From an optimization exercise on the open Yosys and OpenROAD flow, aimed at small area, a short achievable clock period and few clock cycles; shortcuts taken in it are not production practice.
At most, simulation tests tie the RTL to the original design; equivalence was not proved.
Function not checked in run 1: the RTL went through the layout flow alone.
No activity file was given, so power comes from the tool's default toggle rates.

[design/flow/config.mk]
export PLATFORM = sky130hd
export DESIGN_NAME = rvf_block_decoder
export DESIGN_NICKNAME = rvf_block_decoder
export VERILOG_FILES = /design/flow/design.v
export SDC_FILE = /design/flow/constraint.sdc
export NUM_CORES = 4
export LEC_CHECK = 0
export CAP_MARGIN = 20
export CORE_MARGIN = 2
export CORE_UTILIZATION = 40
export CTS_CLUSTER_DIAMETER = 60
export CTS_CLUSTER_SIZE = 28
export PLACE_DENSITY = 0.6
export SETUP_SLACK_MARGIN = 5
export SLEW_MARGIN = 20
[design/flow/constraint.sdc]
create_clock -name core_clock -period 10.0 [get_ports {clk}]
set_input_delay 2.0000 -clock core_clock [delete_from_list [all_inputs] [get_ports {clk}]]
set_output_delay 2.0000 -clock core_clock [all_outputs]
set_load 0.01 [all_outputs]
[design/flow/design.v]
module rvf_pal_map (
    input  wire [1:0]   width,
    input  wire [7:0]   b,
    input  wire [1:0]   sv,
    input  wire [63:0]  pal,
    output reg  [63:0]  lane
);
    integer l, e;
    reg [2:0] idx;
    reg [2:0] i3;
    reg [7:0] oh;
    always @(*) begin
        for (l = 0; l < 8; l = l + 1) begin
            case (l)
                0: i3 = b[7:5];
                1: i3 = b[4:2];
                2: i3 = {sv[1:0], b[7]};
                3: i3 = b[6:4];
                4: i3 = b[3:1];
                5: i3 = {sv[0], b[7:6]};
                6: i3 = b[5:3];
                default: i3 = b[2:0];
            endcase
            case (width)
                2'd1:    idx = {2'b00, b[7 - l]};
                2'd2:    idx = {1'b0, b[7 - 2*(l % 4) -: 2]};
                default: idx = i3;
            endcase
            for (e = 0; e < 8; e = e + 1) oh[e] = (idx == e) && (width != 2'd0);
            lane[8*l +: 8] = (width == 2'd0) ? b : 8'd0;
            for (e = 0; e < 8; e = e + 1)
                lane[8*l +: 8] = lane[8*l +: 8] | ({8{oh[e]}} & pal[8*e +: 8]);
        end
    end
endmodule
module rvf_palette_cache #(
    parameter BYTES = 2,
    parameter SLOTS = 16
) (
    input  wire               clk,
    input  wire               we,         
    input  wire [8*BYTES-1:0] wdata,
    output wire [8*BYTES-1:0] rdata,      
    output wire [8*BYTES-1:0] rdata8      
);
    reg [8*BYTES-1:0] stage [0:SLOTS-1];
    integer i;
    always @(posedge clk) begin
        for (i = 0; i < SLOTS - 1; i = i + 1)
            stage[i] <= stage[i + 1];
        stage[SLOTS - 1] <= we ? wdata : stage[0];
    end
    assign rdata  = stage[0];
    assign rdata8 = stage[SLOTS / 2];
endmodule
module rvf_block_decoder (
    input  wire         clk,
    input  wire         rst,
    input  wire         start,
    input  wire [15:0]  frame_len,     
    input  wire [12:0]  num_blocks,    
    output wire         idle,
    input  wire         in_valid,
    input  wire [7:0]   in_data,
    output wire         in_ready,
    output wire         out_valid,
    input  wire         out_ready,
    output wire [11:0]  out_pos,
    output wire         out_copy,      
    output wire [127:0] out_data,      
    output wire         done,
    output wire [2:0]   st_kind,
    output wire [3:0]   st_cause,
    output wire [15:0]  st_rpos,
    output wire [12:0]  st_bpos
);
    localparam S_IDLE = 3'd0,
               S_HDR  = 3'd1,    
               S_EXT  = 3'd2,    
               S_CHK  = 3'd3,    
               S_PALB = 3'd4,    
               S_SEL  = 3'd5,    
               S_DATA = 3'd6,    
               S_FIN  = 3'd7;    
    reg        f0v, f1v;
    reg [7:0]  f0d, f1d;
    reg        in_ready_r;
    wire       hv = f0v;
    wire [7:0] hb = f0d;
    wire       push = in_valid && in_ready_r;
    reg        pop;
    reg [2:0]  state;
    reg        idle_r, done_r;
    reg [2:0]  kind_r;
    reg [3:0]  cause_r;
    reg [15:0] rpos_r;      
    reg [15:0] rem;         
    reg [15:0] pcnt;        
    reg [12:0] cbp;         
    reg        cbp_z;       
    reg [12:0] room;        
    reg        m_skip, m_rep, m_solid, m_raw, m_pal, m_cache;
    reg [1:0]  pw;          
    reg [3:0]  lf;
    reg [12:0] cnt;         
    reg        f3_r;        
    reg        ovr_r;       
    reg [16:0] ck_x;        
    reg        rem_z;       
    reg [2:0]  fi;          
    reg [3:0]  bi;          
    reg [1:0]  sv;          
    reg [7:0]  sel;
    reg [63:0] pal;
    reg        c5f;         
    reg        c5o;         
    reg [3:0]  head2, head4, head8;
    reg        full2, full4, full8;
    reg        pw_v;        
    reg [1:0]  pw_c;        
    reg [3:0]  pw_slot;
    reg [3:0]  ph;          
    reg         ov_r;
    reg [11:0]  opos_r;
    reg         ocopy_r;
    reg [127:0] odata_r;
    reg [11:0]  run_left;
    reg         run_act;
    assign idle      = idle_r;
    assign in_ready  = in_ready_r;
    assign out_valid = ov_r;
    assign out_pos   = opos_r;
    assign out_copy  = ocopy_r;
    assign out_data  = odata_r;
    assign done      = done_r;
    assign st_kind   = kind_r;
    assign st_cause  = cause_r;
    assign st_rpos   = rpos_r;
    assign st_bpos   = cbp;
    wire [3:0] ht      = hb[7:4];
    wire       h_long  = (!ht[3] && ht[0]) || (ht == 4'hF);
    reg  [3:0] h_fix;   
    always @(*) begin
        case (ht)
            4'h4, 4'h5, 4'h6, 4'h7, 4'h9, 4'hB, 4'hD: h_fix = 4'd1;
            4'h8: h_fix = 4'd2;
            4'hA: h_fix = 4'd4;
            4'hC: h_fix = 4'd8;
            default: h_fix = 4'd0;
        endcase
    end
    wire       h_skip  = (ht[3:1] == 3'b000);
    wire       h_rep   = (ht[3:1] == 3'b001);
    wire       h_solid = (ht[3:2] == 2'b01);
    wire       h_raw   = (ht[3:1] == 3'b111);
    wire       h_pal   = ht[3] && !h_raw;
    wire [1:0] h_pw    = (ht[3:1] == 3'b100) ? 2'd1 :
                         (ht[3:1] == 3'b101) ? 2'd2 :
                         (ht[3:1] == 3'b110) ? 2'd3 : 2'd0;
    wire       h_ovr = (room <= {9'd0, hb[3:0]});
    wire [4:0] h_c1  = {1'b0, hb[3:0]} + 5'd1;
    wire [4:0] h_m   = h_ovr ? room[4:0] : h_c1;      
    reg  [16:0] h_x;
    always @(*) begin
        case (h_pw)
            2'd1:    h_x = {11'd0, h_m, 1'b0} + {13'd0, h_fix};
            2'd2:    h_x = {10'd0, h_m, 2'b0} + {13'd0, h_fix};
            2'd3:    h_x = {10'd0, h_m, 2'b0} + {11'd0, h_m, 1'b0} + {13'd0, h_fix};
            default: h_x = h_ovr ? {room, 4'b0} : {8'd0, h_c1, 4'b0};    
        endcase
    end
    wire [12:0] e_c1  = {1'b0, lf, hb} + 13'd1;
    wire        e_ovr = (room <= {1'b0, lf, hb});
    wire [16:0] e_x   = e_ovr ? {room, 4'b0} : {e_c1, 4'b0};
    wire [4:0] ccount = (pw == 2'd1) ? {full2, head2 & {4{!full2}}} :
                        (pw == 2'd2) ? {full4, head4 & {4{!full4}}} :
                                       {full8, head8 & {4{!full8}}};
    wire [3:0] chead = (pw == 2'd1) ? head2 : (pw == 2'd2) ? head4 : head8;
    wire [15:0] tap2, tap2h;
    wire [31:0] tap4, tap4h;
    wire [63:0] tap8, tap8h;
    wire pw_hit = pw_v && (ph == pw_slot);
    rvf_palette_cache #(.BYTES(2)) u_cache2 (
        .clk(clk), .we(pw_hit && pw_c == 2'd1), .wdata(pal[15:0]), .rdata(tap2), .rdata8(tap2h));
    rvf_palette_cache #(.BYTES(4)) u_cache4 (
        .clk(clk), .we(pw_hit && pw_c == 2'd2), .wdata(pal[31:0]), .rdata(tap4), .rdata8(tap4h));
    rvf_palette_cache #(.BYTES(8)) u_cache8 (
        .clk(clk), .we(pw_hit && pw_c == 2'd3), .wdata(pal[63:0]), .rdata(tap8), .rdata8(tap8h));
    wire        tsel = ph[3] ^ sel[3];    
    wire [63:0] tap = (pw == 2'd1) ? {48'd0, tsel ? tap2h : tap2} :
                      (pw == 2'd2) ? {32'd0, tsel ? tap4h : tap4} :
                                     (tsel ? tap8h : tap8);
    wire [63:0] lane;
    rvf_pal_map u_map (.width(pw), .b(hb), .sv(sv),
                       .pal(pal), .lane(lane));
    reg [15:0] dben;
    reg        last_b;
    integer i;
    always @(*) begin
        for (i = 0; i < 16; i = i + 1) begin
            case (pw)
                2'd1: dben[i] = (bi[0] == i[3]);
                2'd2: dben[i] = (bi[1:0] == i[3:2]);
                2'd3: dben[i] = ((bi >= 4'd3) == i[3]) &&
                                ((bi - ((bi >= 4'd3) ? 4'd3 : 4'd0)) ==
                                 ((i[2:0] < 3'd2) ? 4'd0 : (i[2:0] < 3'd5) ? 4'd1 : 4'd2));
                default: dben[i] = (bi == i[3:0]);
            endcase
        end
        case (pw)
            2'd1:    last_b = (bi == 4'd1);
            2'd2:    last_b = (bi == 4'd3);
            2'd3:    last_b = (bi == 4'd5);
            default: last_b = (bi == 4'd15);
        endcase
    end
    wire wmove = !ov_r || out_ready;        
    wire wfree = wmove && !run_act;
    reg  run_go, blk_done;
    reg  [15:0] ben;                        
    reg       fail;
    reg [2:0] fkind;
    reg [3:0] fcause;
    always @(*) begin
        pop = 1'b0; run_go = 1'b0; blk_done = 1'b0; ben = 16'd0;
        fail = 1'b0; fkind = 3'd0; fcause = 4'd0;
        case (state)
            S_HDR: pop = hv && !rem_z;
            S_EXT: begin
                if (rem_z) begin fail = 1'b1; fkind = 3'd1; fcause = 4'd1; end
                else pop = hv;
            end
            S_CHK: begin
                if (m_rep && cbp_z) begin
                    fail = 1'b1; fkind = 3'd2; fcause = 4'd6;
                end else if (f3_r && (m_solid || m_pal)) begin
                    fail = 1'b1; fkind = 3'd1;
                    fcause = m_solid ? 4'd4 : m_cache ? 4'd2 : 4'd3;
                end else if ((m_skip || m_rep || m_solid) && ovr_r) begin
                    fail = 1'b1; fkind = 3'd2; fcause = 4'd8;
                end else if (m_rep) begin
                    run_go = wfree;
                end else if (m_solid) begin
                    run_go = wfree && hv;
                    pop = run_go;
                    ben = {16{run_go}};
                end else if (m_cache) begin
                    pop = hv;
                end else if (m_pal) begin
                    pop = hv && !pw_v;
                end
            end
            S_PALB: pop = hv;
            S_SEL: begin
                if (sel >= {3'd0, ccount}) begin fail = 1'b1; fkind = 3'd2; fcause = 4'd7; end
            end
            S_DATA: begin
                if (c5f) begin
                    fail = 1'b1; fkind = c5o ? 3'd2 : 3'd1; fcause = c5o ? 4'd8 : 4'd5;
                end else begin
                    pop = hv && wfree;
                    ben = pop ? dben : 16'd0;
                    blk_done = pop && last_b;
                end
            end
            default: ;
        endcase
    end
    wire f1v_next = pop ? (f1v && push) : (f1v || (f0v && push));
    always @(posedge clk) begin
        if (rst) begin
            f0v <= 1'b0; f1v <= 1'b0; in_ready_r <= 1'b0;
        end else if (state == S_IDLE) begin
            f0v <= 1'b0; f1v <= 1'b0; in_ready_r <= start;
        end else begin
            if (pop) begin
                if (f1v) begin
                    f0d <= f1d; f0v <= 1'b1;
                    f1v <= push; f1d <= in_data;
                end else begin
                    f0v <= push; f0d <= in_data;
                end
            end else if (!f0v) begin
                f0v <= push; f0d <= in_data;
            end else if (!f1v) begin
                f1v <= push; f1d <= in_data;
            end
            in_ready_r <= !f1v_next && !(state == S_FIN && !run_act && wmove);
        end
    end
    always @(posedge clk) begin
        if (rst) begin
            ov_r <= 1'b0; run_act <= 1'b0;
        end else if (wmove) begin
            if (run_act) begin
                ov_r <= 1'b1;
                opos_r <= opos_r + 12'd1;
                run_left <= run_left - 12'd1;
                run_act <= (run_left != 12'd1);
            end else if (run_go || blk_done) begin
                ov_r <= 1'b1;
                opos_r <= cbp[11:0];
                ocopy_r <= run_go && m_rep;
                run_left <= cnt[11:0] - 12'd1;
                run_act <= run_go && (cnt != 13'd1);
            end else begin
                ov_r <= 1'b0;
            end
        end
    end
    always @(posedge clk) begin
        for (i = 0; i < 16; i = i + 1)
            if (ben[i]) odata_r[8*i +: 8] <= lane[8*(i % 8) +: 8];
    end
    always @(posedge clk) begin
        ph <= ph + 4'd1;
        if (pop) begin
            rem   <= rem - 16'd1;
            rem_z <= (rem == 16'd1);
            pcnt  <= pcnt + 16'd1;
        end
        if (rst) begin
            state <= S_IDLE;
            idle_r <= 1'b1;
            done_r <= 1'b0;
            kind_r <= 3'd0;
            cause_r <= 4'd0;
            rpos_r <= 16'd0;
            cbp <= 13'd0;
            ph <= 4'd0;
            pw_v <= 1'b0;
            head2 <= 4'd0; head4 <= 4'd0; head8 <= 4'd0;
            full2 <= 1'b0; full4 <= 1'b0; full8 <= 1'b0;
        end else begin
            done_r <= 1'b0;
            if (pw_hit) pw_v <= 1'b0;
            if (fail) begin
                kind_r  <= fkind;
                cause_r <= fcause;
                state   <= S_FIN;
            end else begin
                case (state)
                    S_IDLE: if (start) begin
                        rem   <= frame_len;
                        rem_z <= (frame_len == 16'd0);
                        pcnt  <= 16'd0;
                        room  <= num_blocks;
                        cbp   <= 13'd0;
                        cbp_z <= 1'b1;
                        idle_r <= 1'b0;
                        pw_v  <= 1'b0;
                        head2 <= 4'd0; head4 <= 4'd0; head8 <= 4'd0;
                        full2 <= 1'b0; full4 <= 1'b0; full8 <= 1'b0;
                        state <= S_HDR;
                    end
                    S_HDR: begin
                        if (rem_z) begin
                            kind_r  <= 3'd0;
                            cause_r <= 4'd0;
                            rpos_r  <= pcnt;
                            state   <= S_FIN;
                        end else if (hv) begin
                            m_skip  <= h_skip;
                            m_rep   <= h_rep;
                            m_solid <= h_solid;
                            m_raw   <= h_raw;
                            m_pal   <= h_pal;
                            m_cache <= h_pal && ht[0];
                            pw      <= h_pw;
                            lf      <= hb[3:0];
                            cnt     <= {9'd0, hb[3:0]} + 13'd1;
                            f3_r    <= (rem <= {12'd0, h_fix});
                            ovr_r   <= h_ovr;
                            ck_x    <= h_x;
                            rpos_r  <= pcnt;
                            state   <= h_long ? S_EXT : S_CHK;
                        end
                    end
                    S_EXT: if (pop) begin
                        cnt   <= e_c1;
                        f3_r  <= (rem <= {15'd0, m_solid});
                        ovr_r <= e_ovr;
                        ck_x  <= e_x;
                        state <= S_CHK;
                    end
                    S_CHK: begin
                        c5f <= ovr_r || (ck_x > {1'b0, rem});
                        c5o <= ovr_r && !(ck_x > {1'b0, rem});
                        bi  <= 4'd0;
                        fi  <= 3'd1;
                        if (run_go || m_skip) begin
                            cbp   <= cbp + cnt;
                            cbp_z <= 1'b0;
                            room  <= room - cnt;
                            state <= S_HDR;
                        end else if (m_raw) begin
                            state <= S_DATA;
                        end else if (m_cache) begin
                            if (pop) begin
                                sel   <= hb;
                                state <= S_SEL;
                            end
                        end else if (m_pal) begin
                            if (pop) begin
                                pal[7:0] <= hb;
                                state <= S_PALB;
                            end
                        end
                    end
                    S_PALB: if (pop) begin
                        pal[8*fi +: 8] <= hb;
                        fi <= fi + 3'd1;
                        if (fi == ((pw == 2'd1) ? 3'd1 : (pw == 2'd2) ? 3'd3 : 3'd7)) begin
                            state <= S_DATA;
                            if (!c5f) begin
                                pw_v    <= 1'b1;
                                pw_c    <= pw;
                                pw_slot <= chead;
                                case (pw)
                                    2'd1: begin head2 <= head2 + 4'd1; if (head2 == 4'd15) full2 <= 1'b1; end
                                    2'd2: begin head4 <= head4 + 4'd1; if (head4 == 4'd15) full4 <= 1'b1; end
                                    default: begin head8 <= head8 + 4'd1; if (head8 == 4'd15) full8 <= 1'b1; end
                                endcase
                            end
                        end
                    end
                    S_SEL: if (!pw_v && ph[2:0] == sel[2:0]) begin
                        pal   <= tap;
                        state <= S_DATA;
                    end
                    S_DATA: if (pop) begin
                        sv <= hb[1:0];
                        bi <= last_b ? 4'd0 : bi + 4'd1;
                        if (blk_done) begin
                            cbp   <= cbp + 13'd1;
                            cbp_z <= 1'b0;
                            room  <= room - 13'd1;
                            cnt   <= cnt - 13'd1;
                            if (cnt == 13'd1)
                                state <= S_HDR;
                        end
                    end
                    S_FIN: if (!run_act && wmove) begin
                        done_r <= 1'b1;
                        idle_r <= 1'b1;
                        state  <= S_IDLE;
                    end
                    default: state <= S_IDLE;
                endcase
            end
        end
    end
endmodule
[design/flow/run.sh]
#!/bin/bash
# synth_recipe.tcl (not shown) runs the flow's synth.tcl, then flattens the netlist and writes it again
# the make line also repeats each setting of config.mk as NAME=value (left out here)
make -C /OpenROAD-flow-scripts/flow DESIGN_CONFIG=/design/flow/config.mk WORK_HOME=/design/flow/orfs CLKGATE_MAP_FILE= SYNTH_SCRIPT=/design/flow/synth_recipe.tcl finish
==> flow_metrics.py, run 1 <==
metrics = {
    "setup_path": {
        "critical_path_peak_fanout": 56,
        "path_class": "in -> reg",
        "cp_top_family": "simple AND/OR/NAND/NOR gates",
        "critPathLaunchType": "input port",
        "critPathSlowestCell": "buf_4",
        "critPathBufInv": 2,
        "slowest_delay_ps": 610,
        "cp.required_ps": 10370,
        "cp_cell_sequence": "clkdlybuf4s50_1 -> nor2b_1 -> or4_1 -> o211ai_2 -> or2_4 -> o211ai_1 -> nor2_1 -> and2_2 -> buf_4",
        "cp.arrival_ps": 5200,
        "cp-end-kind": "flop",
    },
    "cells_and_area": {
        "fin_area_sq_um": 73270,
        "syn2layout_area_growth_pct": 13.35,
        "drive_gt1_frac": 0.09720,
        "fillers": 14240,
        "nNetsFinal": 5120,
        "finalNonFillerCells": 7204,
    },
    "timing": {
        "hold_viol": 0,
        "worst_pin_slew_ps": 1268,
        "final-setup-viol-count": 0,
        "hold_ws_ps": 293.4,
        "finalCritPeriodShare": 0.4827,
        "relSlewSlack": 0.1502,
        "fmax_ghz": 0.2072,
        "tns_ps": 0,
        "fin_worst_skew_ps": 53.32,
        "finalMaxSlewViolations": 0,
        "rsz0062_at_grt": "yes",
        "fin_crit_ps": 4827,
    },
    "global_route": {
        "grt_pass1_wl_mm": 230.7,
        "grt_pass1_vias": 35130,
        "gr-total-overflow": 0,
        "grt_start_max_net_pins": 69,
        "track_usage": 0.1874,
        "antenna_found_initial": 17,
    },
    "logic_synthesis": {
        "synth-seq-cells": 2210,
        "avgSynthCellArea_sq_um": 13.47,
        "synth_ff_type": "dfxtp_1",
        "yosysWarningCount": 8,
        "synth_fp_nets": 4957,
        "ys_seq_area_frac": 0.7334,
        "async_flop_share": 0,
        "syn_inst": 4798,
        "synth.distinct_cells": 99,
        "syn_area_sq_um": 64640,
        "synth-edff-count": 316,
    },
    "detailed_routing": {
        "dr_wl_met3_mm": 14.46,
        "vias": 37090,
        "routed_via_density": 5.148,
        "wl_per_cell_microns": 21.83,
        "top_layer": "met5",
        "met2_length_mm": 64.85,
        "drtIter0Drc": 3904,
        "totalWireLength_mm": 157.2,
        "detail-route-antenna-nets": 0,
        "met1_length_mm": 71.06,
        "drc": 0,
        "firstDrtPassIters": 12,
    },
    "die": {
        "die_y_microns": 406.0,
        "start_util": 0.4026,
        "rows": 147,
        "ioPinCount": 223,
        "core_sq_um": 160600,
        "die_w_microns": 406.0,
        "die_area_sq_um": 164800,
    },
    "clocking": {
        "clk_path_buf_depth": 3,
        "cts_made_buffers": 114,
        "clock_latency_ps": 780,
        "cts.clk_slew.worst_paths_ps": 100,
        "htree_levels": 3,
        "cts_root_buf": "clkbuf_16",
        "cts.sinks": 2210,
        "cts_tree": "yes",
        "ctsHoldBuffers": 0,
    },
    "placed_design": {
        "place_inst": 7003,
        "gp_congestion": 0.9590,
        "io_buffers": 221,
        "post-dp-hpwl_mm": 104.3,
        "placed_cell_area_sq_um": 69140,
    },
    "power_and_ir_drop": {
        "p_leak_nw": 27.84,
        "peakVddDrop_mv": 0.1784,
        "cellPowerDensity_nw_per_um2": 222.3,
    },
    "job": {
        "max_cap_viol_count": 0,
    },
    "hold_path": {
        "min_path_type": "reg -> reg",
    },
    "status": {
        "run_status": "complete, no violations",
    },
}
## path summary, 6_finish.rpt
path	to	cells after the start	slack, ps	from
worst max-delay path	pal[47]	9	5170	out_ready
worst min-delay path	u_cache8.stage[3][0]	0	290	u_cache8.stage[4][0]
worst max register to register	ck_x[6]	22	5270	f0d[1]
worst min register to register	u_cache8.stage[3][0]	0	290	u_cache8.stage[4][0]
## kinds of logic (layout without fill, tap and decap cells)
logic type,Yosys count,in the layout,synth area share
AOI/OAI and AO/OA,763,763,0.07764
xor gates and xnor gates,112,112,0.01518
adders and majority gates,117,117,0.02358
buffers and inverters,334,577,0.02118
DFF,2210,2210,0.7334
muxes,323,323,0.06111
other,1,4,0.00005801
and+or+nand+nor,938,938,0.06788
## cell type report
class,instances,area (sq um),share of cell area
Multi-Input combinational cell,2254,16030,0.2188
Clock buffer,131,3042,0.04151
Clock inverter,65,998.5,0.01363
Sequential cell,2210,47410,0.6470
Inverter,91,341.6,0.004662
Timing Repair Buffer,290,2740,0.03740
Antenna cell,3,7.507,0.0001025
Tap cell,2160,2703,0.03689
## sequential cells by signal (all words and copies together), names as in the netlist, 16 cells and up
name / count
rem: 16
u_cache8.stage: 1024
pal: 64
pcnt: 16
u_cache2.stage: 256
odata_r: 128
u_cache4.stage: 512
rpos_r: 16
ck_x: 17
## cells in the mapped netlist (all sizes together), types with 27 or more instances
master	instances	area, sq um
dfxtp	1894	37920
nand2	358	1344
edfxtp	316	9489
nor2	211	815.8
clkbuf	204	799.5
a21oi	190	962.2
o21ai	167	839.6
mux2	153	1723
mux2i	128	1281
ha	109	1364
nand3	103	515.5
inv	90	337.8
a22oi	88	660.6
xnor2	63	551.8
nor3	53	270.3
xor2	49	429.2
o22ai	43	269.0
mux4	42	945.9
buf	39	227.7
a222oi	36	360.4
a31oi	36	225.2
and3	33	212.7
nand4	29	181.4
a221oi	27	236.5
## per-layer routing
metal	GRT usage	vias to the layer above
met1	0.2660	17940
li1	-	17130
met4	0.07494	12
met2	0.2728	1587
met5	0	-
met3	0.04735	411
## power breakdown
part	switching (mW)	leakage, nW	internal (mW)
logic	0.977	7.76	0.534
clock network	3.00	1.95	2.45
registers	0.184	18.1	9.14
total	4.16	27.8	12.1
## placed cells by master (no fill, tap or decap), drive strengths merged, types with 19 or more instances in the layout
| cell | instances |
|---|---|
| a211oi | 23 |
| a21o | 19 |
| a21oi | 190 |
| a221oi | 27 |
| a222oi | 36 |
| a22oi | 88 |
| a31oi | 36 |
| and3 | 33 |
| buf | 70 |
| clkbuf | 131 |
| clkdlybuf4s50 | 220 |
| clkinv | 24 |
| dfxtp | 1894 |
| edfxtp | 316 |
| ha | 109 |
| inv | 125 |
| mux2 | 153 |
| mux2i | 128 |
| mux4 | 42 |
| nand2 | 358 |
| nand2b | 19 |
| nand3 | 103 |
| nand4 | 29 |
| nor2 | 211 |
| nor3 | 53 |
| nor4 | 24 |
| o211ai | 19 |
| o21ai | 167 |
| o22ai | 43 |
| or3 | 24 |
| xnor2 | 63 |
| xor2 | 49 |
## per-stage QoR
stage	worst slack (ps)	power, mW	util
finish	5173	16.29	0.4563
global route	4972	16.90	0.4563
CTS	5051	16.39	0.4558
detailed placement	4244	10.98	0.4306
global placement	4375	10.96	0.4306
floorplan	5095	10.44	-
## timing repair
action | CTS | global route
setup endpoints to repair | 30 | 51
pin swaps | 0 | 1
buffers inserted | 0 | 2
resized for setup | 2 | 10
hold endpoints to repair | 0 | 0
==> inputs of run 2 (changes only) <==
--- a/design/flow/design.v
+++ b/design/flow/design.v
@@ -115,4 +115,6 @@
     reg        c5f;         
     reg        c5o;         
+    reg        c5p;         
+    reg        addp;        
     reg [3:0]  head2, head4, head8;
     reg        full2, full4, full8;
@@ -158,19 +160,19 @@
                          (ht[3:1] == 3'b101) ? 2'd2 :
                          (ht[3:1] == 3'b110) ? 2'd3 : 2'd0;
-    wire       h_ovr = (room <= {9'd0, hb[3:0]});
-    wire [4:0] h_c1  = {1'b0, hb[3:0]} + 5'd1;
-    wire [4:0] h_m   = h_ovr ? room[4:0] : h_c1;      
-    reg  [16:0] h_x;
+    wire        h_ovr = (room <= {9'd0, hb[3:0]});
+    wire [12:0] e_c1  = {1'b0, lf, hb} + 13'd1;
+    wire        e_ovr = (room <= {1'b0, lf, hb});
+    wire [12:0] ck_m  = ovr_r ? room : cnt;
+    reg  [16:0] ck_xn;
     always @(*) begin
-        case (h_pw)
-            2'd1:    h_x = {11'd0, h_m, 1'b0} + {13'd0, h_fix};
-            2'd2:    h_x = {10'd0, h_m, 2'b0} + {13'd0, h_fix};
-            2'd3:    h_x = {10'd0, h_m, 2'b0} + {11'd0, h_m, 1'b0} + {13'd0, h_fix};
-            default: h_x = h_ovr ? {room, 4'b0} : {8'd0, h_c1, 4'b0};    
+        case (pw)
+            2'd1:    ck_xn = {11'd0, ck_m[4:0], 1'b0} + (m_cache ? 17'd0 : 17'd1);
+            2'd2:    ck_xn = {10'd0, ck_m[4:0], 2'b0} + (m_cache ? 17'd0 : 17'd3);
+            2'd3:    ck_xn = {10'd0, ck_m[4:0], 2'b0} + {11'd0, ck_m[4:0], 1'b0} +
+                             (m_cache ? 17'd0 : 17'd7);
+            default: ck_xn = {ck_m, 4'b0};        
         endcase
     end
-    wire [12:0] e_c1  = {1'b0, lf, hb} + 13'd1;
-    wire        e_ovr = (room <= {1'b0, lf, hb});
-    wire [16:0] e_x   = e_ovr ? {room, 4'b0} : {e_c1, 4'b0};
+    wire ck_gt = ck_x > {1'b0, rem};
     wire [4:0] ccount = (pw == 2'd1) ? {full2, head2 & {4{!full2}}} :
                         (pw == 2'd2) ? {full4, head4 & {4{!full4}}} :
@@ -256,8 +258,8 @@
             end
             S_DATA: begin
-                if (c5f) begin
+                if (c5f && !c5p) begin
                     fail = 1'b1; fkind = c5o ? 3'd2 : 3'd1; fcause = c5o ? 4'd8 : 4'd5;
                 end else begin
-                    pop = hv && wfree;
+                    pop = hv && (wfree || (ocopy_r && !last_b));
                     ben = pop ? dben : 16'd0;
                     blk_done = pop && last_b;
@@ -330,4 +332,6 @@
             ph <= 4'd0;
             pw_v <= 1'b0;
+            c5p <= 1'b0;
+            addp <= 1'b0;
             head2 <= 4'd0; head4 <= 4'd0; head8 <= 4'd0;
             full2 <= 1'b0; full4 <= 1'b0; full8 <= 1'b0;
@@ -335,4 +339,9 @@
             done_r <= 1'b0;
             if (pw_hit) pw_v <= 1'b0;
+            if (c5p) begin
+                c5p <= 1'b0;
+                c5f <= ovr_r || ck_gt;
+                c5o <= ovr_r && !ck_gt;
+            end
             if (fail) begin
                 kind_r  <= fkind;
@@ -350,4 +359,5 @@
                         idle_r <= 1'b0;
                         pw_v  <= 1'b0;
+                        addp  <= 1'b0;
                         head2 <= 4'd0; head4 <= 4'd0; head8 <= 4'd0;
                         full2 <= 1'b0; full4 <= 1'b0; full8 <= 1'b0;
@@ -372,5 +382,4 @@
                             f3_r    <= (rem <= {12'd0, h_fix});
                             ovr_r   <= h_ovr;
-                            ck_x    <= h_x;
                             rpos_r  <= pcnt;
                             state   <= h_long ? S_EXT : S_CHK;
@@ -381,10 +390,9 @@
                         f3_r  <= (rem <= {15'd0, m_solid});
                         ovr_r <= e_ovr;
-                        ck_x  <= e_x;
                         state <= S_CHK;
                     end
                     S_CHK: begin
-                        c5f <= ovr_r || (ck_x > {1'b0, rem});
-                        c5o <= ovr_r && !(ck_x > {1'b0, rem});
+                        ck_x <= ck_xn;
+                        c5p  <= 1'b1;
                         bi  <= 4'd0;
                         fi  <= 3'd1;
@@ -413,14 +421,5 @@
                         if (fi == ((pw == 2'd1) ? 3'd1 : (pw == 2'd2) ? 3'd3 : 3'd7)) begin
                             state <= S_DATA;
-                            if (!c5f) begin
-                                pw_v    <= 1'b1;
-                                pw_c    <= pw;
-                                pw_slot <= chead;
-                                case (pw)
-                                    2'd1: begin head2 <= head2 + 4'd1; if (head2 == 4'd15) full2 <= 1'b1; end
-                                    2'd2: begin head4 <= head4 + 4'd1; if (head4 == 4'd15) full4 <= 1'b1; end
-                                    default: begin head8 <= head8 + 4'd1; if (head8 == 4'd15) full8 <= 1'b1; end
-                                endcase
-                            end
+                            addp  <= 1'b1;
                         end
                     end
@@ -429,5 +428,17 @@
                         state <= S_DATA;
                     end
-                    S_DATA: if (pop) begin
+                    S_DATA: begin
+                        if (addp && !c5p) begin
+                            addp    <= 1'b0;
+                            pw_v    <= 1'b1;
+                            pw_c    <= pw;
+                            pw_slot <= chead;
+                            case (pw)
+                                2'd1: begin head2 <= head2 + 4'd1; if (head2 == 4'd15) full2 <= 1'b1; end
+                                2'd2: begin head4 <= head4 + 4'd1; if (head4 == 4'd15) full4 <= 1'b1; end
+                                default: begin head8 <= head8 + 4'd1; if (head8 == 4'd15) full8 <= 1'b1; end
+                            endcase
+                        end
+                        if (pop) begin
                         sv <= hb[1:0];
                         bi <= last_b ? 4'd0 : bi + 4'd1;
@@ -440,4 +451,5 @@
                                 state <= S_HDR;
                         end
+                        end
                     end
                     S_FIN: if (!run_act && wmove) begin
==> design/flow/flow/run.sh (new file) <==
#!/bin/bash
# The standard layout (standard.sh: ORFS with the standard synthesis),
# with these changes to how the layout is made:
#  - setup repair aims for 6.5 ns of slack on the 10 ns clock;
#  - the port buffers are buf_2 cells;
#  - CTS clusters up to 28 sinks within 60 um and adds no dummy loads.
# make's full output goes to flow_make.log; ORFS keeps each step's log
# under orfs/logs.
set -euo pipefail
bash standard.sh \
  SETUP_SLACK_MARGIN=6.5 \
  "BUFFER_PORTS_ARGS=-buffer_cell sky130_fd_sc_hd__buf_2" \
  "CTS_ARGS=-sink_clustering_enable -repair_clock_nets -sink_clustering_size 28 -sink_clustering_max_diameter 60 -dont_use_dummy_load" \
  finish > flow_make.log 2>&1
==> design/flow/standard.sh (new file) <==
#!/bin/bash
# synth_recipe.tcl (not shown) runs the flow's synth.tcl, then flattens the netlist and writes it again
# the make line also repeats each setting of config.mk as NAME=value (left out here)
make -C /OpenROAD-flow-scripts/flow DESIGN_CONFIG=/design/flow/config.mk WORK_HOME=/design/flow/orfs CLKGATE_MAP_FILE= SYNTH_SCRIPT=/design/flow/synth_recipe.tcl "${@:-finish}"
--- a/design/flow/config.mk
+++ b/design/flow/config.mk
@@ -9,7 +9,4 @@
 export CORE_MARGIN = 2
 export CORE_UTILIZATION = 40
-export CTS_CLUSTER_DIAMETER = 60
-export CTS_CLUSTER_SIZE = 28
 export PLACE_DENSITY = 0.6
-export SETUP_SLACK_MARGIN = 5
 export SLEW_MARGIN = 20
removed: design/flow/run.sh
==> run 2 against run 1 <==
  * Largest cell class unchanged
  * Via count rose by 1.5%
  * Sequential power rose by 0.6%
  * Critical path depth rose by 7
  * Critical path type is now reg -> reg
  * Clock power fell by 15%
==> flow_metrics.py, run 2 <==
metrics = {
    "status": {
        "run_status": "complete, no violations",
    },
    "cells_and_area": {
        "largest_reg_flops": 1024,
        "drive_gt1_frac": 0.1660,
        "layout_common_cells": "dfxtp_1, nand2_1, edfxtp_1",
        "regArea_sq_um": 47450,
        "top_regs": "u_cache8.stage x1024, u_cache4.stage x512, u_cache2.stage x256",
        "syn2layout_area_growth_pct": 12.91,
        "fillers": 14440,
        "regMostFlops": "u_cache8.stage",
        "final_common_cell": "dfxtp_1",
        "finalNonFillerCells": 7204,
        "multi_input_area_sq_um": 16540,
        "nNetsFinal": 5188,
    },
    "timing": {
        "rsz0062_at_grt": "yes",
        "finalMaxSlewViolations": 0,
        "fin_crit_ps": 3613,
        "final-setup-viol-count": 0,
        "fmax_ghz": 0.2768,
        "relSlewSlack": 0.2405,
        "fin_worst_skew_ps": 133.5,
        "tns_ps": 0,
        "worst_pin_slew_ps": 1139,
        "finalCritPeriodShare": 0.3613,
        "hold_viol": 0,
    },
    "detailed_routing": {
        "drtIter0Drc": 4418,
        "wl_per_cell_microns": 23.03,
        "totalWireLength_mm": 165.9,
        "drc": 0,
        "vias": 37660,
        "routed_via_density": 5.228,
        "firstDrtPassIters": 10,
        "detail-route-antenna-nets": 0,
    },
    "hold_path": {
        "min_path_type": "reg -> reg",
        "hold_start": "u_cache8.stage[15][45]",
    },
    "logic_synthesis": {
        "avgSynthCellArea_sq_um": 13.47,
        "synthSimpleGateAreaFrac": 0.06941,
        "muxShareOfSynthArea": 0.06019,
        "synth_top_cell_area_share": 0.5888,
        "synth-seq-cells": 2212,
        "synth_commonest_cells": "dfxtp_1, nand2_1, edfxtp_1",
        "syn_area_sq_um": 64460,
        "yosysWarningCount": 8,
        "ys_seq_area_frac": 0.7360,
        "synth_ff_type": "dfxtp_1",
        "synth_most_common_cell": "dfxtp_1",
        "yosysTopAreaCell": "dfxtp_1",
        "synth.distinct_cells": 98,
        "synthTopCellsByArea": "dfxtp_1, edfxtp_1, mux2_2, nand2_1, ha_1",
        "synth_fp_nets": 4935,
        "syn_inst": 4786,
        "synth_compound_area_frac": 0.07743,
        "synth-edff-count": 316,
        "synth_top_family_by_area": "compound AO/OA/AOI/OAI gates",
        "synth_fa_ha_area_frac": 0.02135,
        "async_flop_share": 0,
        "synth-xor-area-share": 0.01479,
    },
    "die": {
        "die_w_microns": 405.4,
        "core_sq_um": 160400,
        "die_y_microns": 405.4,
        "start_util": 0.4019,
        "die_area_sq_um": 164400,
        "rows": 147,
        "ioPinCount": 223,
    },
    "setup_path": {
        "cp-end-kind": "flop",
        "cp.required_ps": 10430,
        "r2r-start": "pw[1]",
        "critPathLaunchType": "flop",
        "critPathLaunch": "pw[1]",
        "critical_path_peak_fanout": 7,
        "path_class": "reg -> reg",
        "cp.arrival_ps": 4040,
    },
    "clocking": {
        "clk_path_buf_depth": 3,
        "clock_latency_ps": 800,
        "ctsHoldBuffers": 0,
        "cts.clk_slew.worst_paths_ps": 100,
        "htree_levels": 3,
        "cts_root_buf": "clkbuf_16",
        "cts.sinks": 2212,
        "cts_tree": "yes",
        "cts_made_buffers": 118,
    },
    "power_and_ir_drop": {
        "swShare": 0.2456,
        "p_leak_nw": 27.96,
        "cellPowerDensity_nw_per_um2": 216.6,
        "peakVddDrop_mv": 0.1663,
        "seqPwrFrac": 0.595,
        "p_comb_frac": 0.111,
        "switchingPower_mw": 3.872,
        "cellInternalPower_mw": 11.89,
        "clkPwrFrac": 0.294,
    },
    "global_route": {
        "track_usage": 0.1951,
        "antenna_found_initial": 12,
        "gr-total-overflow": 0,
        "grt_start_max_net_pins": 82,
        "grt_pass1_wl_mm": 236.8,
        "grt_pass1_vias": 35270,
    },
    "placed_design": {
        "gp_congestion": 0.9712,
        "place_inst": 6977,
        "post-dp-hpwl_mm": 106.5,
        "io_buffers": 221,
    },
    "job": {
        "max_cap_viol_count": 0,
    },
}
-- run 2: changes by cell type after synthesis, sizes merged, moves of 8 or more --
cell,change
a21boi,-12
a22o,-10
a31oi,-12
a221oi,+25
a21o,+8
buf,+30
mux2,+8
inv,-13
nand3,-14
clkbuf,-30
a22oi,+9
nand2,+22
-- run 2: power groups by stage --
| stage | registers (mW) | clock network, mW | logic, mW |
|---|---|---|---|
| detailed placement | 9.58 | 0 | 1.50 |
| floorplan | 9.45 | 0 | 1.07 |
| finish | 9.38 | 4.64 | 1.75 |
| CTS | 9.38 | 4.78 | 1.57 |
| global route | 9.38 | 5.09 | 1.87 |
| global placement | 9.58 | 0 | 1.47 |
-- run 2: what timing repair did --
| action | in CTS | in global routing |
|---|---|---|
| resized for setup | 95 | 70 |
| setup buffers | 34 | 51 |
| cloned | 7 | 10 |
| setup endpoints to repair | 562 | 382 |
| pin swaps | 22 | 34 |
-- run 2: cells by family after synthesis --
kind of cell / count (synthesis)
flops: 2212
simple gates: 959
compound gates: 756
buf+inv: 323
mux: 320
xor+xnor: 108
fa+ha+maj: 107
other cells: 1
-- run 2: worst paths after layout --
path / end / slack [ps] / depth (start not counted)
max reg2reg: pal[55] / 6390 / 16
min reg2reg: u_cache8.stage[14][45] / 240 / 0
max: pal[55] / 6390 / 16
min: u_cache8.stage[14][45] / 240 / 0
-- run 2: per-stage QoR --
stage | worst slack, ps | instance area [sq um] | power [mW] | hold slack [ps] | util
after floorplan | 5218 | 64840 | 10.52 | 309.6 | -
after global placement | 5294 | 67950 | 11.05 | 309.7 | 0.4236
after detailed placement | 5270 | 67980 | 11.08 | 312.1 | 0.4239
after CTS | 6424 | 71810 | 15.73 | 238.5 | 0.4477
after global routing | 6211 | 72760 | 16.34 | 239.9 | 0.4537
final | 6387 | 72780 | 15.76 | 240.1 | 0.4538
-- run 2: final cells by class --
type                       count  area share
antenna                        7   0.0002407
timing repair buffer         371     0.03851
clock buffer                 118     0.04057
multi-input combinational   2256      0.2273
sequential                  2212      0.6520
tap                         2160     0.03713
inverter                      80    0.004281
-- run 2: worst max-delay path: stages (launching register included) --
cell and delay (ps):
edfxtp_1 410, buf_4 170, ha_4 190, buf_6 140, buf_4 130, nand2_1 90
nor3_1 50, a311oi_1 280, ha_1 280, nand4_1 110, nand3b_1 210, or2_4 340
o21bai_4 220, nor3b_4 260, buf_12 190, buf_6 120, buf_16 130
-- run 2: layer usage --
metal	vias to the layer above	global-route usage	routed length, microns
met2	1735	0.2933	70660
met1	18280	0.2709	72910
met4	10	0.07513	7580
met3	467	0.04781	14710
met5	-	0	81
li1	17170	-	-
Testbench counts of run 2, summed over its fixed seeds: cycles 99,416.
==> inputs of run 3 (changes only) <==
==> design/flow/flow/run.sh (replaced) <==
#!/bin/bash
# Standard layout (the standard.sh: ORFS with the standard synthesis) with
# stronger setup repair and plain buffers on the ports. make's output goes to
# flow_make.log; ORFS keeps each step's log under orfs/logs.
set -euo pipefail
bash standard.sh \
  SETUP_SLACK_MARGIN=6.5 \
  "BUFFER_PORTS_ARGS=-buffer_cell sky130_fd_sc_hd__buf_2" \
  finish > flow_make.log 2>&1
==> run 3 against run 2 <==
  * Still clean on timing, DRC and antenna
  * Fmax increased by 0.65%
  * Sequential share of layout area down 3.2 points
  * Hold slack gained 45 ps
  * Setup slack better by 23 ps
  * Global-route usage increased by 0.50 points
  * Clock skew shrank 41 ps
==> flow_metrics.py, run 3 <==
metrics = {
    "status": {
        "run_status": "complete, no violations",
    },
    "detailed_routing": {
        "detail-route-antenna-nets": 0,
        "top_layer": "met5",
        "totalWireLength_mm": 168.3,
        "drtIter0Drc": 4291,
        "wl_per_cell_microns": 22.61,
        "met1_length_mm": 73.15,
        "drc": 0,
        "routed_via_density": 5.137,
        "firstDrtPassIters": 7,
        "met2_length_mm": 71.90,
        "vias": 38250,
        "dr_wl_met3_mm": 15.45,
    },
    "power_and_ir_drop": {
        "power.total_mw": 18.86,
        "p_comb_frac": 0.091,
        "swShare": 0.2461,
        "peakVddDrop_mv": 0.1686,
        "clkPwrFrac": 0.411,
        "cellInternalPower_mw": 14.22,
        "seqPwrFrac": 0.498,
        "p_leak_nw": 29.85,
        "cellPowerDensity_nw_per_um2": 246.2,
        "switchingPower_mw": 4.640,
    },
    "timing": {
        "finalCritPeriodShare": 0.3589,
        "rsz0062_at_grt": "yes",
        "fmax_ghz": 0.2786,
        "fin_worst_skew_ps": 92.92,
        "relSlewSlack": 0.2666,
        "tns_ps": 0,
        "worst_pin_slew_ps": 1086,
        "hold_viol": 0,
        "fin_crit_ps": 3589,
        "finalWorstSetupSlack_ps": 6411,
        "final-setup-viol-count": 0,
        "finalMaxSlewViolations": 0,
    },
    "global_route": {
        "grt_pass1_vias": 36540,
        "grt_start_max_net_pins": 82,
        "track_usage": 0.2001,
        "grt_pass1_wl_mm": 243.0,
        "antenna_found_initial": 9,
        "gr-total-overflow": 0,
    },
    "logic_synthesis": {
        "synth_commonest_cells": "dfxtp_1, nand2_1, edfxtp_1",
        "async_flop_share": 0,
        "synth_top_cell_area_share": 0.5888,
        "synth_fp_nets": 4935,
        "synthTopCellsByArea": "dfxtp_1, edfxtp_1, mux2_2, nand2_1, ha_1",
        "synth_ff_type": "dfxtp_1",
        "avgSynthCellArea_sq_um": 13.47,
        "synth_most_common_cell": "dfxtp_1",
        "ys_seq_area_frac": 0.7360,
        "synth-edff-count": 316,
        "yosysWarningCount": 8,
        "syn_inst": 4786,
        "yosysTopAreaCell": "dfxtp_1",
        "syn_area_sq_um": 64460,
        "synth-seq-cells": 2212,
        "synth.distinct_cells": 98,
    },
    "cells_and_area": {
        "top_regs": "u_cache8.stage x1024, u_cache4.stage x512, u_cache2.stage x256",
        "syn2layout_area_growth_pct": 18.81,
        "final_common_cell": "dfxtp_1",
        "drive_gt1_frac": 0.1952,
        "nNetsFinal": 5254,
        "fin_area_sq_um": 76580,
        "layout_common_cells": "dfxtp_1, nand2_1, edfxtp_1",
        "regArea_sq_um": 47460,
        "finalNonFillerCells": 7446,
        "largest_reg_flops": 1024,
        "multi_input_area_sq_um": 16510,
        "regMostFlops": "u_cache8.stage",
        "fillers": 14130,
    },
    "placed_design": {
        "io_buffers": 221,
        "dp_slack_ps": 5270,
        "place_inst": 6977,
        "post-dp-hpwl_mm": 106.5,
        "gp_congestion": 0.9712,
        "placed_cell_area_sq_um": 67980,
    },
    "setup_path": {
        "critPathBufInv": 4,
        "cp-end-kind": "flop",
        "cp_top_family": "simple AND/OR/NAND/NOR gates",
        "cp.arrival_ps": 4120,
        "critical_path_depth": 16,
        "r2r.worst_path.cells": 16,
        "critPathLaunchType": "flop",
        "cp.required_ps": 10530,
        "cp_cell_sequence": "ha_4 -> buf_2 -> a31oi_1 -> nor2_1 -> a31oi_1 -> ha_1 -> a21oi_2 -> o21ai_2 -> nand4_1 -> nand3b_1 -> or2_4 -> o21bai_4 -> nor3b_4 -> buf_12 -> buf_12 -> buf_16",
        "path_class": "reg -> reg",
        "critPathSlowestCell": "edfxtp_1",
        "critical_path_peak_fanout": 7,
        "slowest_delay_ps": 480,
    },
    "clocking": {
        "htree_levels": 4,
        "cts_made_buffers": 201,
        "clock_latency_ps": 860,
        "clk_path_buf_depth": 3,
        "cts.clk_slew.worst_paths_ps": 60,
        "cts_tree": "yes",
        "cts.sinks": 2212,
        "ctsHoldBuffers": 0,
        "cts_root_buf": "clkbuf_16",
    },
    "job": {
        "max_cap_viol_count": 0,
    },
    "die": {
        "die_y_microns": 405.4,
        "start_util": 0.4019,
        "die_w_microns": 405.4,
        "ioPinCount": 223,
        "core_sq_um": 160400,
        "die_area_sq_um": 164400,
        "rows": 147,
    },
    "hold_path": {
        "min_path_type": "reg -> reg",
        "whs_path_depth": 0,
    },
}
-- run 3: cell types whose count changed in the layout (fill, tap and decap cells not counted), sizes merged, moves of 5 or more --
cell,previous run,this run
clkbuf,124,292
clkinv,2,64
inv,75,90
buf,363,352
bufinv,0,8
clkinvlp,3,8
-- run 3: kinds of logic (layout without fill, tap and decap cells) --
logic type / count (synthesis) / in the layout / synth area share
AND/OR/NAND/NOR: 959 / 963 / 0.06941
flip-flops: 2212 / 2212 / 0.7360
adder cells (fa/ha/maj): 107 / 107 / 0.02135
multiplexers: 320 / 320 / 0.06019
AO/OA/AOI/OAI: 756 / 756 / 0.07743
other: 1 / 5 / 0.00005818
XOR/XNOR: 108 / 108 / 0.01479
buffers and inverters: 323 / 815 / 0.02073
-- run 3: cell type report --
type | count | share of cell area
antenna | 4 | 0.0001307
clock buffer | 290 | 0.07788
clock inverter | 90 | 0.01302
inverter | 80 | 0.004117
multi-input combinational | 2255 | 0.2155
sequential | 2212 | 0.6196
tap | 2160 | 0.03529
timing repair buffer | 355 | 0.03439
-- run 3: routing by layer --
layer  global-route usage  up-vias
li1                     -    17470
met1               0.2739    18580
met2               0.2999     1718
met3              0.05171      470
met4              0.08452        6
met5                    0        -
-- run 3: worst paths after layout --
path / endpoint / slack, ps / startpoint
worst max-delay path: pal[21] / 6410 / pw[1]
worst max register to register: pal[21] / 6410 / pw[1]
worst min register to register: u_cache8.stage[2][41] / 290 / u_cache8.stage[3][41]
worst min-delay path: u_cache8.stage[2][41] / 290 / u_cache8.stage[3][41]
-- run 3: power groups by stage --
| stage | registers [mW] | clock network [mW] | logic, mW |
|---|---|---|---|
| floorplan | 9.45 | 0 | 1.07 |
| global placement | 9.58 | 0 | 1.47 |
| detailed placement | 9.58 | 0 | 1.50 |
| CTS | 9.38 | 7.93 | 1.59 |
| global route | 9.39 | 8.30 | 1.83 |
| finish | 9.40 | 7.75 | 1.71 |
-- run 3: stage by stage --
step,util,hold WS (ps)
4_1_cts,0.4733,279.6
2_1_floorplan,-,309.6
5_1_grt,0.4774,293.3
3_3_place_gp,0.4236,309.7
6_report,0.4775,285.1
3_5_place_dp,0.4239,312.1
-- run 3: repair_timing --
| action | in CTS | in global routing |
|---|---|---|
| endpoints found under the hold margin | 0 | 0 |
| setup buffers | 36 | 33 |
| cloned | 10 | 5 |
| pin swaps | 16 | 23 |
| gates resized for setup | 91 | 67 |
| setup endpoints to repair | 566 | 421 |
==> inputs of run 4 (changes only) <==
--- a/design/flow/design.v
+++ b/design/flow/design.v
@@ -1,4 +1,4 @@
 module rvf_pal_map (
-    input  wire [1:0]   width,
+    input  wire [2:0]   wsel,     
     input  wire [7:0]   b,
     input  wire [1:0]   sv,
@@ -22,11 +22,9 @@
                 default: i3 = b[2:0];
             endcase
-            case (width)
-                2'd1:    idx = {2'b00, b[7 - l]};
-                2'd2:    idx = {1'b0, b[7 - 2*(l % 4) -: 2]};
-                default: idx = i3;
-            endcase
-            for (e = 0; e < 8; e = e + 1) oh[e] = (idx == e) && (width != 2'd0);
-            lane[8*l +: 8] = (width == 2'd0) ? b : 8'd0;
+            idx = ({3{wsel[0]}} & {2'b00, b[7 - l]}) |
+                  ({3{wsel[1]}} & {1'b0, b[7 - 2*(l % 4) -: 2]}) |
+                  ({3{wsel[2]}} & i3);
+            for (e = 0; e < 8; e = e + 1) oh[e] = (idx == e) && (wsel != 3'd0);
+            lane[8*l +: 8] = (wsel == 3'd0) ? b : 8'd0;
             for (e = 0; e < 8; e = e + 1)
                 lane[8*l +: 8] = lane[8*l +: 8] | ({8{oh[e]}} & pal[8*e +: 8]);
@@ -102,4 +100,6 @@
     reg        m_skip, m_rep, m_solid, m_raw, m_pal, m_cache;
     reg [1:0]  pw;          
+    reg        w1, w2, w3;  
+    reg        sel_bad;     
     reg [3:0]  lf;
     reg [12:0] cnt;         
@@ -175,8 +175,8 @@
     end
     wire ck_gt = ck_x > {1'b0, rem};
-    wire [4:0] ccount = (pw == 2'd1) ? {full2, head2 & {4{!full2}}} :
-                        (pw == 2'd2) ? {full4, head4 & {4{!full4}}} :
+    wire [4:0] ccount = w1 ? {full2, head2 & {4{!full2}}} :
+                        w2 ? {full4, head4 & {4{!full4}}} :
                                        {full8, head8 & {4{!full8}}};
-    wire [3:0] chead = (pw == 2'd1) ? head2 : (pw == 2'd2) ? head4 : head8;
+    wire [3:0] chead = w1 ? head2 : w2 ? head4 : head8;
     wire [15:0] tap2, tap2h;
     wire [31:0] tap4, tap4h;
@@ -190,9 +190,9 @@
         .clk(clk), .we(pw_hit && pw_c == 2'd3), .wdata(pal[63:0]), .rdata(tap8), .rdata8(tap8h));
     wire        tsel = ph[3] ^ sel[3];    
-    wire [63:0] tap = (pw == 2'd1) ? {48'd0, tsel ? tap2h : tap2} :
-                      (pw == 2'd2) ? {32'd0, tsel ? tap4h : tap4} :
+    wire [63:0] tap = w1 ? {48'd0, tsel ? tap2h : tap2} :
+                      w2 ? {32'd0, tsel ? tap4h : tap4} :
                                      (tsel ? tap8h : tap8);
     wire [63:0] lane;
-    rvf_pal_map u_map (.width(pw), .b(hb), .sv(sv),
+    rvf_pal_map u_map (.wsel({w3, w2, w1}), .b(hb), .sv(sv),
                        .pal(pal), .lane(lane));
     reg [15:0] dben;
@@ -255,5 +255,5 @@
             S_PALB: pop = hv;
             S_SEL: begin
-                if (sel >= {3'd0, ccount}) begin fail = 1'b1; fkind = 3'd2; fcause = 4'd7; end
+                if (sel_bad) begin fail = 1'b1; fkind = 3'd2; fcause = 4'd7; end
             end
             S_DATA: begin
@@ -378,4 +378,7 @@
                             m_cache <= h_pal && ht[0];
                             pw      <= h_pw;
+                            w1      <= (h_pw == 2'd1);
+                            w2      <= (h_pw == 2'd2);
+                            w3      <= (h_pw == 2'd3);
                             lf      <= hb[3:0];
                             cnt     <= {9'd0, hb[3:0]} + 13'd1;
@@ -406,6 +409,7 @@
                         end else if (m_cache) begin
                             if (pop) begin
-                                sel   <= hb;
-                                state <= S_SEL;
+                                sel     <= hb;
+                                sel_bad <= (hb >= {3'd0, ccount});
+                                state   <= S_SEL;
                             end
                         end else if (m_pal) begin
@@ -419,5 +423,5 @@
                         pal[8*fi +: 8] <= hb;
                         fi <= fi + 3'd1;
-                        if (fi == ((pw == 2'd1) ? 3'd1 : (pw == 2'd2) ? 3'd3 : 3'd7)) begin
+                        if (fi == (w1 ? 3'd1 : w2 ? 3'd3 : 3'd7)) begin
                             state <= S_DATA;
                             addp  <= 1'b1;
--- a/design/flow/config.mk
+++ b/design/flow/config.mk
@@ -8,5 +8,5 @@
 export CAP_MARGIN = 20
 export CORE_MARGIN = 2
-export CORE_UTILIZATION = 40
-export PLACE_DENSITY = 0.6
+export CORE_UTILIZATION = 65
+export PLACE_DENSITY = 0.75
 export SLEW_MARGIN = 20
==> run 4 against run 3 <==
  * Critical path depth down 5
  * Global-route usage up 13 points
  * Synthesized cell count up 0.59%
  * Sequential share of layout area up 1.8 points
  * Count of clock-buffer cells in the layout down 15
  * Sequential power about the same
  * Largest power group unchanged
  * Critical endpoint is now f0d[2]
  * Non-clock buffer count down 27
  * Largest cell class unchanged
  * Clock power down 3.9%
==> flow_metrics.py, run 4 <==
metrics = {
    "logic_synthesis": {
        "syn_area_sq_um": 64410,
        "synth.distinct_cells": 94,
        "async_flop_share": 0,
        "synth_commonest_cells": "dfxtp_1, nand2_1, edfxtp_1",
        "avgSynthCellArea_sq_um": 13.38,
        "ys_seq_area_frac": 0.7366,
        "synth-seq-cells": 2212,
        "syn_inst": 4814,
        "synth_most_common_cell": "dfxtp_1",
        "synth-edff-count": 316,
        "yosysWarningCount": 8,
        "synth_top_cell_area_share": 0.5893,
        "synth_ff_type": "dfxtp_1",
        "synthTopCellsByArea": "dfxtp_1, edfxtp_1, mux2_2, nand2_1, ha_1",
        "yosysTopAreaCell": "dfxtp_1",
        "synth_fp_nets": 4966,
    },
    "setup_path": {
        "path_class": "in -> reg",
        "critPathLaunchType": "input port",
        "cp-end-kind": "flop",
        "cp.required_ps": 10540,
        "cp.arrival_ps": 4040,
        "critical_path_peak_fanout": 6,
    },
    "clocking": {
        "clock_latency_ps": 810,
        "cts.clk_slew.worst_paths_ps": 60,
        "cts.sinks": 2212,
        "clk_path_buf_depth": 3,
        "cts_root_buf": "clkbuf_16",
        "htree_levels": 4,
        "cts_made_buffers": 188,
        "cts_tree": "yes",
    },
    "detailed_routing": {
        "detail-route-antenna-nets": 0,
        "drc": 0,
        "drtIter0Drc": 4921,
        "totalWireLength_mm": 168.5,
        "vias": 39310,
        "wl_per_cell_microns": 25.79,
        "routed_via_density": 6.018,
        "firstDrtPassIters": 9,
    },
    "cells_and_area": {
        "top_regs": "u_cache8.stage x1024, u_cache4.stage x512, u_cache2.stage x256",
        "nNetsFinal": 5238,
        "fin_area_sq_um": 74400,
        "fillers": 5906,
        "layout_common_cells": "dfxtp_1, nand2_1, edfxtp_1",
        "regMostFlops": "u_cache8.stage",
        "syn2layout_area_growth_pct": 15.51,
        "drive_gt1_frac": 0.1794,
        "largest_reg_flops": 1024,
        "fin_util": 0.7571,
        "final_common_cell": "dfxtp_1",
    },
    "global_route": {
        "grt_pass1_vias": 39090,
        "antenna_found_initial": 5,
        "grt_pass1_wl_mm": 248.2,
        "track_usage": 0.3282,
        "grt_start_max_net_pins": 67,
        "gr-total-overflow": 0,
    },
    "timing": {
        "worst_pin_slew_ps": 1220,
        "tns_ps": 0,
        "relSlewSlack": 0.1869,
        "finalCritPeriodShare": 0.3504,
        "hold_viol": 0,
        "finalMaxSlewViolations": 0,
        "fmax_ghz": 0.2854,
        "fin_crit_ps": 3504,
        "rsz0062_at_grt": "yes",
        "fin_worst_skew_ps": 47.90,
        "final-setup-viol-count": 0,
        "hold_ws_ps": 296.8,
    },
    "die": {
        "die_w_microns": 318.8,
        "start_util": 0.6554,
        "core_sq_um": 98280,
        "rows": 115,
        "ioPinCount": 223,
        "die_area_sq_um": 101600,
        "die_y_microns": 318.8,
    },
    "power_and_ir_drop": {
        "cellPowerDensity_nw_per_um2": 249.6,
        "peakVddDrop_mv": 0.2228,
        "p_leak_nw": 29.51,
    },
    "placed_design": {
        "io_buffers": 221,
        "post-dp-hpwl_mm": 99.92,
        "placed_cell_area_sq_um": 66910,
        "gp_congestion": 0.9745,
    },
    "hold_path": {
        "min_path_type": "reg -> reg",
    },
    "job": {
        "max_cap_viol_count": 0,
    },
    "status": {
        "run_status": "complete, no violations",
    },
}
==> run 4: changes by cell type after synthesis, moves of 21 or more <==
cell,delta
a21oi_1,+40
a221oi_1,+27
a22oi_1,-22
clkbuf_1,+24
nand2_1,+21
==> run 4: per-stage QoR <==
step                cells  power [mW]  setup WS (ps)
global placement     6128       11.14           4989
global route         6532       19.12           6421
detailed placement   6128       11.17           4958
CTS                  6505       18.55           6488
finish               6533       18.57           6496
floorplan            4814       10.64           4869
==> run 4: cell type report <==
type	instances	area (sq um)	area share
antenna	1	2.502	0.00003363
clock buffer	275	5602	0.07529
clock inverter	74	832.0	0.01118
inverter	81	306.5	0.004120
multi-input combinational	2275	16390	0.2203
sequential	2212	47450	0.6378
tap	1287	1610	0.02164
timing repair buffer	328	2202	0.02960
==> run 4: final timing paths <==
kind,start,to,slack (ps),cells past startpoint
worst max-delay path,out_ready,f0d[2],6500,11
worst min-delay path,u_cache8.stage[7][36],u_cache8.stage[6][36],300,0
worst max register to register,bi[0],odata_r[90],6510,13
worst min register to register,u_cache8.stage[7][36],u_cache8.stage[6][36],300,0
==> run 4: cell families after synthesis <==
logic type,share of synthesized area
flip-flops,0.7366
AND/OR/NAND/NOR,0.06952
AO/OA/AOI/OAI,0.08275
buffers and inverters,0.02001
multiplexers,0.05431
adder cells (fa/ha/maj),0.02195
XOR/XNOR,0.01480
other,0.00005822
==> run 4: metal layers <==
metal | GRT usage | share of wire
met1 | 0.4236 | 0.39
met2 | 0.5110 | 0.45
met3 | 0.09805 | 0.11
met4 | 0.1537 | 0.053
met5 | 0 | 0.00016
==> run 4: worst max-delay path, cell delays in order <==
cell	delay (ps)
buf_6	100
nor2b_4	140
nor2_2	90
o211ai_1	460
buf_4	230
o211ai_4	100
buf_12	190
buf_4	130
buf_4	130
nand2_4	120
mux2_2	350
==> run 4: what timing repair did <==
action / 4_1_cts / 5_1_grt
gates cloned: 2 / 1
hold buffers: 0 / 0
gates resized for setup: 58 / 43
hold endpoints to repair: 0 / 0
pin swaps: 16 / 15
setup endpoints to repair: 373 / 306
buffers inserted: 26 / 26
==> run 4: report_power, final <==
| group | switching [mW] | internal (mW) | total, mW |
|---|---|---|---|
| Clock | 3.28 | 4.17 | 7.45 |
| Sequential | 0.215 | 9.19 | 9.41 |
| Combinational | 1.12 | 0.605 | 1.72 |
Testbench counts of run 4, summed over its fixed seeds: cycles 99,416.
==> inputs of run 5 (changes only) <==
==> design/flow/flow/run.sh (replaced) <==
#!/bin/bash
# The standard layout (standard.sh: ORFS with the standard synthesis),
# with these changes to how the layout is made:
#  - setup repair aims for 6.5 ns of slack on the 10 ns clock;
#  - the port buffers are buf_2 cells;
#  - CTS clusters up to 28 sinks within 60 um and adds no dummy loads.
# make's full output goes to flow_make.log; ORFS keeps each step's log
# under orfs/logs.
set -euo pipefail
bash standard.sh \
  SETUP_SLACK_MARGIN=6.5 \
  "BUFFER_PORTS_ARGS=-buffer_cell sky130_fd_sc_hd__buf_2" \
  "CTS_ARGS=-sink_clustering_enable -repair_clock_nets -sink_clustering_size 28 -sink_clustering_max_diameter 60 -dont_use_dummy_load" \
  finish > flow_make.log 2>&1
--- a/design/flow/config.mk
+++ b/design/flow/config.mk
@@ -8,5 +8,5 @@
 export CAP_MARGIN = 20
 export CORE_MARGIN = 2
-export CORE_UTILIZATION = 65
-export PLACE_DENSITY = 0.75
+export CORE_UTILIZATION = 40
+export PLACE_DENSITY = 0.6
 export SLEW_MARGIN = 20
==> run 5 against run 4 <==
  * Sequential share of layout area up 2.0 points
  * Wire length down 3.4%
  * Die area up 62%
  * Critical path type is now reg -> reg
==> flow_metrics.py, run 5 <==
metrics = {
    "status": {
        "run_status": "complete, no violations",
    },
    "die": {
        "start_util": 0.4021,
        "ioPinCount": 223,
        "die_w_microns": 405.3,
        "rows": 147,
        "core_sq_um": 160200,
        "die_y_microns": 405.3,
        "die_area_sq_um": 164300,
    },
    "logic_synthesis": {
        "synth_most_common_cell": "dfxtp_1",
        "synthSimpleGateAreaFrac": 0.06952,
        "synth_top_cell_area_share": 0.5893,
        "synth_top_family_by_area": "compound AO/OA/AOI/OAI gates",
        "async_flop_share": 0,
        "syn_area_sq_um": 64410,
        "yosysWarningCount": 8,
        "syn_inst": 4814,
        "synth.distinct_cells": 94,
        "synth_fa_ha_area_frac": 0.02195,
        "synth-xor-area-share": 0.01480,
        "synth-edff-count": 316,
        "synthTopCellsByArea": "dfxtp_1, edfxtp_1, mux2_2, nand2_1, ha_1",
        "avgSynthCellArea_sq_um": 13.38,
        "ys_seq_area_frac": 0.7366,
        "synth_compound_area_frac": 0.08275,
        "muxShareOfSynthArea": 0.05431,
        "synth_fp_nets": 4966,
        "synth_ff_type": "dfxtp_1",
        "synth-seq-cells": 2212,
        "yosysTopAreaCell": "dfxtp_1",
        "synth_commonest_cells": "dfxtp_1, nand2_1, edfxtp_1",
    },
    "global_route": {
        "grt_pass1_vias": 35390,
        "antenna_found_initial": 7,
        "gr-total-overflow": 0,
        "grt_pass1_wl_mm": 235.9,
        "track_usage": 0.1941,
        "grt_start_max_net_pins": 68,
    },
    "cells_and_area": {
        "final_common_cell": "dfxtp_1",
        "syn2layout_area_growth_pct": 12.00,
        "top_regs": "u_cache8.stage x1024, u_cache4.stage x512, u_cache2.stage x256",
        "regMostFlops": "u_cache8.stage",
        "fillers": 14340,
        "largest_reg_flops": 1024,
        "layout_common_cells": "dfxtp_1, nand2_1, edfxtp_1",
        "drive_gt1_frac": 0.1535,
        "nNetsFinal": 5177,
    },
    "detailed_routing": {
        "drtIter0Drc": 3911,
        "totalWireLength_mm": 162.8,
        "routed_via_density": 5.204,
        "firstDrtPassIters": 10,
        "detail-route-antenna-nets": 0,
        "wl_per_cell_microns": 22.67,
        "vias": 37390,
        "drc": 0,
    },
    "timing": {
        "finalWorstSetupSlack_ps": 6482,
        "rsz0062_at_grt": "yes",
        "final-setup-viol-count": 0,
        "finalMaxSlewViolations": 0,
        "fin_crit_ps": 3518,
        "finalCritPeriodShare": 0.3518,
        "fmax_ghz": 0.2842,
        "hold_viol": 0,
        "tns_ps": 0,
        "relSlewSlack": 0.2146,
        "fin_worst_skew_ps": 98.09,
        "worst_pin_slew_ps": 1163,
    },
    "power_and_ir_drop": {
        "cellPowerDensity_nw_per_um2": 217.5,
        "peakVddDrop_mv": 0.1392,
        "p_comb_frac": 0.111,
        "switchingPower_mw": 3.885,
        "clkPwrFrac": 0.290,
        "cellInternalPower_mw": 11.81,
        "p_leak_nw": 27.82,
        "seqPwrFrac": 0.599,
        "swShare": 0.2476,
    },
    "setup_path": {
        "cp.arrival_ps": 4080,
        "critical_path_peak_fanout": 17,
        "path_class": "reg -> reg",
        "cp.required_ps": 10560,
        "critPathLaunchType": "flop",
        "cp-end-kind": "flop",
    },
    "clocking": {
        "clk_path_buf_depth": 3,
        "ctsHoldBuffers": 0,
        "cts_made_buffers": 113,
        "cts.clk_slew.worst_paths_ps": 80,
        "cts.sinks": 2212,
        "clock_latency_ps": 780,
        "cts_root_buf": "clkbuf_16",
        "htree_levels": 3,
        "cts_tree": "yes",
    },
    "placed_design": {
        "post-dp-hpwl_mm": 107.0,
        "dp_slack_ps": 5024,
        "gp_congestion": 0.9488,
        "io_buffers": 221,
    },
    "job": {
        "max_cap_viol_count": 0,
    },
    "hold_path": {
        "min_path_type": "reg -> reg",
    },
}
## run 5: cell count changes in the layout (fill, tap and decap cells not counted), moves of 4 or more
cell	delta
clkinvlp_4	-5
clkbuf_16	-84
inv_6	-6
ha_2	+4
clkinv_16	-5
clkinv_4	-4
clkinv_2	-34
nor2_1	-5
clkbuf_1	-39
inv_4	-6
bufinv_16	-9
buf_4	+10
clkbuf_8	-40
## run 5: timing repair
action,4_1_cts,5_1_grt
buffers inserted,35,17
resized for setup,74,45
setup endpoints to repair,364,271
pin swaps,18,15
endpoints found under the hold margin,0,0
gates cloned,5,0
## run 5: power groups by stage
stage          clock network [mW]  registers, mW  logic (mW)
5_1_grt                      5.00           9.41        1.89
3_3_place_gp                    0           9.59        1.60
2_1_floorplan                   0           9.46        1.17
3_5_place_dp                    0           9.59        1.62
6_report                     4.56           9.40        1.74
4_1_cts                      4.69           9.38        1.68
## run 5: cell type report
class / instances / area [sq um] / share of cell area
antenna: 1 / 2.502 / 0.00003469
sequential: 2212 / 47460 / 0.6578
clock buffer: 113 / 2828 / 0.03920
inverter: 81 / 306.5 / 0.004249
tap: 2160 / 2703 / 0.03746
multi-input combinational: 2275 / 16440 / 0.2279
timing repair buffer: 342 / 2409 / 0.03339
## run 5: cells by family (layout without fill, tap and decap cells)
group           count (synthesis)  in the layout
compound gates                801            801
xor+xnor                      108            108
fa+ha+maj                     110            110
buf+inv                       327            536
flops                        2212           2212
mux                           281            281
other cells                     1              2
simple gates                  974            974
## run 5: stage by stage
step / std cells / utilization / total power, mW / instance area (sq um) / hold slack, ps
2_1_floorplan: 4814 / - / 10.64 / 64760 / 309.6
3_3_place_gp: 7012 / 0.4250 / 11.18 / 68080 / 309.8
3_5_place_dp: 7012 / 0.4251 / 11.21 / 68100 / 312.1
4_1_cts: 7165 / 0.4477 / 15.75 / 71720 / 230.7
5_1_grt: 7183 / 0.4503 / 16.30 / 72140 / 222.9
6_report: 7184 / 0.4503 / 15.69 / 72140 / 232.8
## run 5: worst max-delay path, stage by stage, from the launching register on
cell	delay [ps]
dfxtp_2	450
buf_12	200
nand2_8	90
buf_12	160
nand2_1	90
inv_1	100
fa_2	420
a211oi_2	200
nor2_1	100
o41a_1	350
a41o_1	300
o41ai_4	200
buf_4	180
nor4_1	40
o41ai_1	350
a21oi_1	110
## run 5: path summary, 6_finish.rpt
path                                              from                     end  slack, ps  depth (start not counted)
worst min-delay path            u_cache8.stage[13][12]  u_cache8.stage[12][12]        230                          0
worst max register to register                state[2]                 cbp[12]       6480                         15
worst min register to register  u_cache8.stage[13][12]  u_cache8.stage[12][12]        230                          0
worst max-delay path                          state[2]                 cbp[12]       6480                         15
## run 5: metal layers
layer	global-route usage	part of all wire	wire, microns	up-vias
met5	0	0.00026	43	-
met4	0.07620	0.046	7415	8
met3	0.05593	0.098	15890	430
met2	0.2813	0.41	66650	1617
met1	0.2724	0.45	72840	18160
li1	-	-	-	17170

==> separate check: timing with driven ports <==
The flow's constraints put no driver on any port. The routed layouts listed below were extracted and timed again, unchanged, in two steps. Step 1 assumes that a clkbuf_16 drives the clock port and a buf_2 every other input. Step 2 also shifts input and output timing later by t, the mid clock arrival at the registers, as if the neighbouring blocks saw the same clock. Slacks: ideal / step 1 / step 2; pairs: ideal / step 1.
run	shift t [ns]	setup WS [ns]
run 1	0.839	5.173 / 5.225 / 4.386
run 2	0.811	6.387 / 6.387 / 5.669
run 3	0.891	6.411 / 6.350 / 5.756
run 4	0.861	6.496 / 6.433 / 5.651
run 5	0.804	6.482 / 6.439 / 5.696
After both steps setup and hold are still met in every run listed.
